What follows belongs to an exercise in optimizing a design on an open flow for small area, a short achievable clock period and few clock cycles per item; a production flow would make more cautious choices.
At most, simulation tests tie the RTL to the original design; equivalence was not proved.
Power figures rest on the tool's default switching activity, not on a simulated workload.

Setup of indigo:
==> module pfc_pixel_encoder, before the edit <==
module pfc_pixel_encoder (
    input  wire        clk,
    input  wire        rst,         
    input  wire        in_valid,
    output wire        in_ready,
    input  wire [23:0] in_color,    
    input  wire [7:0]  in_bright,
    output wire        out_valid,
    input  wire        out_ready,
    output wire [7:0]  out_data,
    output wire        out_last     
);
    reg  [3:0]  fpos;       
    reg  [21:0] s_q;        
    reg  [1:0]  top_n;      
    reg  [7:0]  p_q;        
    reg  [7:0]  b_q;        
    reg  [1:0]  c_q;        
    reg  [1:0]  c11_q;      
    reg         cact;       
    reg         tk;         
    reg         ovalid;     
    reg         ovalid_o;   
    reg         last_q;     
    reg         irdy;       
    wire [1:0] lane = fpos[3:2];
    wire [1:0] step = fpos[1:0];
    wire f0  = (fpos == 4'd0);
    wire f10 = lane[1] & (step == 2'd2);
    wire f11 = lane[1] & (step == 2'd3);
    wire shift = ovalid ? out_ready : (~f0 | in_valid | tk);
    wire take  = irdy & in_valid;
    wire ld    = shift & in_valid & (f0 | (cact & ~f11));
    wire [7:0] c_lane = lane[1] ? in_color[7:0] : lane[0] ? in_color[15:8] : in_color[23:16];
    wire [1:0] c_sel  = c_lane[2 * step +: 2];
    wire       lane_start = (step == 2'd1);
    wire [7:0] base = lane_start ? 8'd0 : p_q;
    wire [9:0] t    = {2'b00, base}
                    + (c_q[0] ? {2'b00, b_q} : 10'd0)
                    + (c_q[1] ? {1'b0, b_q, 1'b0} : 10'd0);
    wire [7:0] xl   = {s_q[1:0], s_q[3:2], s_q[5:4], s_q[7:6]};
    wire [8:0] cy;
    assign cy[0] = 1'b1;
    genvar i;
    generate
        for (i = 0; i < 8; i = i + 1) begin : g_conv
            assign cy[i+1] = (p_q[i] ^ xl[i]) ? cy[i] : p_q[i];
        end
    endgenerate
    wire [7:0] q = p_q + {7'd0, cy[8]};
    always @(posedge clk) begin
        if (rst) begin
            fpos   <= 4'd0;
            cact   <= 1'b0;
            tk     <= 1'b0;
            ovalid <= 1'b0;
            ovalid_o <= 1'b0;
            last_q <= 1'b1;
            irdy   <= 1'b0;
        end else begin
            if (shift) begin
                fpos   <= f11 ? 4'd0 : fpos + 4'd1;
                last_q <= f11;
                if (f0) begin
                    ovalid <= tk;
                    ovalid_o <= tk;
                    tk     <= 1'b0;
                end
            end
            if (ld & f0)
                cact <= 1'b1;
            if (ld & f10)
                irdy <= 1'b1;
            if (take) begin
                cact <= 1'b0;
                tk   <= 1'b1;
                irdy <= 1'b0;
            end
        end
    end
    always @(posedge clk) begin
        if (ld) begin
            c_q <= c_sel;
            b_q <= in_bright;
        end
        if (shift & f11)
            c_q <= take ? c_sel : c11_q;
        if (take)
            c11_q <= in_color[7:6];
        if (shift) begin
            p_q <= t[9:2];
            top_n <= ~s_q[21:20];
            if (lane_start)
                s_q <= {s_q[19:8], q, t[1:0]};
            else
                s_q <= {s_q[19:0], t[1:0]};
        end
    end
    assign in_ready  = irdy;
    assign out_valid = ovalid_o;
    assign out_last  = last_q;
    assign out_data  = {{3{top_n[0]}}, 2'b01, {3{top_n[1]}}};
endmodule
export LEC_CHECK = 0
export CAP_MARGIN = 20
export CORE_MARGIN = 2
export CORE_UTILIZATION = 40
export SLEW_MARGIN = 20
create_clock -name core_clock -period 15.0 [get_ports {clk}]
standard.sh (not shown) runs the stock make flow with config.mk's settings and CLKGATE_MAP_FILE= SYNTH_SCRIPT=/design/flow/synth_recipe.tcl, a recipe that flattens the netlist after the stock synthesis.
==> flow/flow/run.sh <==
#!/bin/bash
export BUFFER_PORTS_ARGS="-buffer_cell sky130_fd_sc_hd__buf_1"
export SETUP_SLACK_MARGIN=10.9
export CTS_ARGS="-repair_clock_nets -dont_use_dummy_load"
bash standard.sh > standard.log 2>&1
indigo: done, clean on timing, DRC and antenna
#### Input delta (harbor over indigo)
diff --git a/flow/design.v b/flow/design.v
--- a/flow/design.v
+++ b/flow/design.v
@@ -35,8 +35,9 @@
     wire [1:0] c_sel  = c_lane[2 * step +: 2];
     wire       lane_start = (step == 2'd1);
+    wire [1:0] cp   = f0 ? c11_q : c_q;
     wire [7:0] base = lane_start ? 8'd0 : p_q;
     wire [9:0] t    = {2'b00, base}
-                    + (c_q[0] ? {2'b00, b_q} : 10'd0)
-                    + (c_q[1] ? {1'b0, b_q, 1'b0} : 10'd0);
+                    + (cp[0] ? {2'b00, b_q} : 10'd0)
+                    + (cp[1] ? {1'b0, b_q, 1'b0} : 10'd0);
     wire [7:0] xl   = {s_q[1:0], s_q[3:2], s_q[5:4], s_q[7:6]};
     wire [8:0] cy;
@@ -84,6 +85,4 @@
             b_q <= in_bright;
         end
-        if (shift & f11)
-            c_q <= take ? c_sel : c11_q;
         if (take)
             c11_q <= in_color[7:6];
- Final cycle utilization of the critical path, harbor and indigo, higher one = indigo.
- Of the two values seen for slowest stage cell on the critical path, sky130_fd_sc_hd__a311oi_1 was produced by indigo and sky130_fd_sc_hd__a311o_1 by harbor.
- Sort harbor and indigo by synthesized cell count desc -> top: indigo
- Compared to indigo, harbor has worst-margin pin slew 0.027 ns lower.
- Lower total length of routed met2 wires goes to indigo over harbor.
- ~same count of cells resized by post-cts repair in harbor and indigo
- Compared with indigo, harbor shows die footprint that has gone down slightly.
- Post-synthesis share of cell area spent on and, or, nand and nor gates: harbor vs indigo up 0.20 points
- Comparing the two runs side by side, harbor comes out behind indigo on power after layout.
- Sort harbor and indigo by finished layout cell area desc -> top: indigo
- Chip width, harbor and indigo, lower one = harbor.
- Any difference in final design utilization between indigo and harbor is small enough to ignore.
- Wire length, harbor and indigo: smaller value in indigo
Testbench counts of harbor, summed over its fixed seeds: cycles 24,688, items 2,048.
For indigo, only the layout was checked, not whether the RTL still works.


The RTL this note starts from:
==> flow/design.v <==
module pfc_pixel_encoder (
    input  wire        clk,
    input  wire        rst,         
    input  wire        in_valid,
    output wire        in_ready,
    input  wire [23:0] in_color,    
    input  wire [7:0]  in_bright,
    output wire        out_valid,
    input  wire        out_ready,
    output wire [7:0]  out_data,
    output wire        out_last     
);
    reg  [3:0]  fpos;       
    reg  [21:0] s_q;        
    reg  [1:0]  top_n;      
    reg  [7:0]  p_q;        
    reg  [7:0]  b_q;        
    reg  [1:0]  c_q;        
    reg  [1:0]  c11_q;      
    reg         cact;       
    reg         tk;         
    reg         ovalid;     
    reg         ovalid_o;   
    reg         last_q;     
    reg         irdy;       
    wire [1:0] lane = fpos[3:2];
    wire [1:0] step = fpos[1:0];
    wire f0  = (fpos == 4'd0);
    wire f10 = lane[1] & (step == 2'd2);
    wire f11 = lane[1] & (step == 2'd3);
    wire shift = ovalid ? out_ready : (~f0 | in_valid | tk);
    wire take  = irdy & in_valid;
    wire ld    = shift & in_valid & (f0 | (cact & ~f11));
    wire [7:0] c_lane = lane[1] ? in_color[7:0] : lane[0] ? in_color[15:8] : in_color[23:16];
    wire [1:0] c_sel  = c_lane[2 * step +: 2];
    wire       lane_start = (step == 2'd1);
    wire [1:0] cp   = f0 ? c11_q : c_q;
    wire [7:0] base = lane_start ? 8'd0 : p_q;
    wire [9:0] t    = {2'b00, base}
                    + (cp[0] ? {2'b00, b_q} : 10'd0)
                    + (cp[1] ? {1'b0, b_q, 1'b0} : 10'd0);
    wire [7:0] xl   = {s_q[1:0], s_q[3:2], s_q[5:4], s_q[7:6]};
    wire [8:0] cy;
    assign cy[0] = 1'b1;
    genvar i;
    generate
        for (i = 0; i < 8; i = i + 1) begin : g_conv
            assign cy[i+1] = (p_q[i] ^ xl[i]) ? cy[i] : p_q[i];
        end
    endgenerate
    wire [7:0] q = p_q + {7'd0, cy[8]};
    always @(posedge clk) begin
        if (rst) begin
            fpos   <= 4'd0;
            cact   <= 1'b0;
            tk     <= 1'b0;
            ovalid <= 1'b0;
            ovalid_o <= 1'b0;
            last_q <= 1'b1;
            irdy   <= 1'b0;
        end else begin
            if (shift) begin
                fpos   <= f11 ? 4'd0 : fpos + 4'd1;
                last_q <= f11;
                if (f0) begin
                    ovalid <= tk;
                    ovalid_o <= tk;
                    tk     <= 1'b0;
                end
            end
            if (ld & f0)
                cact <= 1'b1;
            if (ld & f10)
                irdy <= 1'b1;
            if (take) begin
                cact <= 1'b0;
                tk   <= 1'b1;
                irdy <= 1'b0;
            end
        end
    end
    always @(posedge clk) begin
        if (ld) begin
            c_q <= c_sel;
            b_q <= in_bright;
        end
        if (take)
            c11_q <= in_color[7:6];
        if (shift) begin
            p_q <= t[9:2];
            top_n <= ~s_q[21:20];
            if (lane_start)
                s_q <= {s_q[19:8], q, t[1:0]};
            else
                s_q <= {s_q[19:0], t[1:0]};
        end
    end
    assign in_ready  = irdy;
    assign out_valid = ovalid;
    assign out_last  = last_q;
    assign out_data  = {{3{top_n[0]}}, 2'b01, {3{top_n[1]}}};
endmodule
==> flow/config.mk <==
export PLATFORM = sky130hd
export DESIGN_NAME = pfc_pixel_encoder
export DESIGN_NICKNAME = pfc_pixel_encoder
export VERILOG_FILES = /design/flow/design.v
export SDC_FILE = /design/flow/constraint.sdc
export NUM_CORES = 4
export LEC_CHECK = 0
export CAP_MARGIN = 20
export CORE_MARGIN = 2
export CORE_UTILIZATION = 40
export SLEW_MARGIN = 20
==> flow/constraint.sdc <==
create_clock -name core_clock -period 15.0 [get_ports {clk}]
set_input_delay 3.0000 -clock core_clock [delete_from_list [all_inputs] [get_ports {clk}]]
set_output_delay 3.0000 -clock core_clock [all_outputs]
set_load 0.01 [all_outputs]
Scripts as last shown in full above: flow/flow/run.sh
Then changed:
--- a/flow/design.v
+++ b/flow/design.v
@@ -95,8 +95,8 @@
                 s_q <= {s_q[19:0], t[1:0]};
         end
     end
     assign in_ready  = irdy;
-    assign out_valid = ovalid;
-    assign out_last  = last_q;
+    assign out_valid = ovalid_o;
+    assign out_last  = f0;
     assign out_data  = {{3{top_n[0]}}, 2'b01, {3{top_n[1]}}};
 endmodule
Effect:
- The new run passed the timing, DRC and antenna checks
- combinational power rises by about 6%
- cell area rises by 1.0%
- count of clock-buffer cells in the layout is unchanged
- non-clock buffer count rises by 6
- sequential share of layout area falls by 0.83 points
- synthesized area falls by 1.9%
Function was not checked in any run of this note: the RTL went through the layout flow alone.

-- port drivers added, routing unchanged --
Ports are ideal in the flow. The routed layouts listed here were re-timed in OpenROAD. Step 1, drivers: a clkbuf_16 drives clk and a buf_2 each remaining input, both assumed. Step 2, shift: input delay + t, output delay - t, t = (earliest + latest rising clock arrival at the registers) / 2. This alone moves slack from input paths to output paths. a / b / c = ideal / step 1 / step 2; a / b = the first two.
run | t (ns) | setup slack, ns | clock arrival spread, ns | worst data-port slew with drivers (ns)
indigo | 0.329 | 10.981 / 10.990 / 10.661 | 0.007 / 0.008 | 0.03
harbor | 0.319 | 11.081 / 11.063 / 10.768 | 0.026 / 0.026 | 0.04
the first run of note 2 | 0.320 | 11.056 / 11.057 / 10.737 | 0.026 / 0.027 | 0.03
the second run of note 2 | 0.320 | 10.786 / 10.760 / 10.796 | 0.011 / 0.011 | 0.03
After both steps setup and hold are still met in every run listed. The setup slack of indigo, which loses most, moves by +0.009 ns with the drivers and by -0.320 ns with both steps.
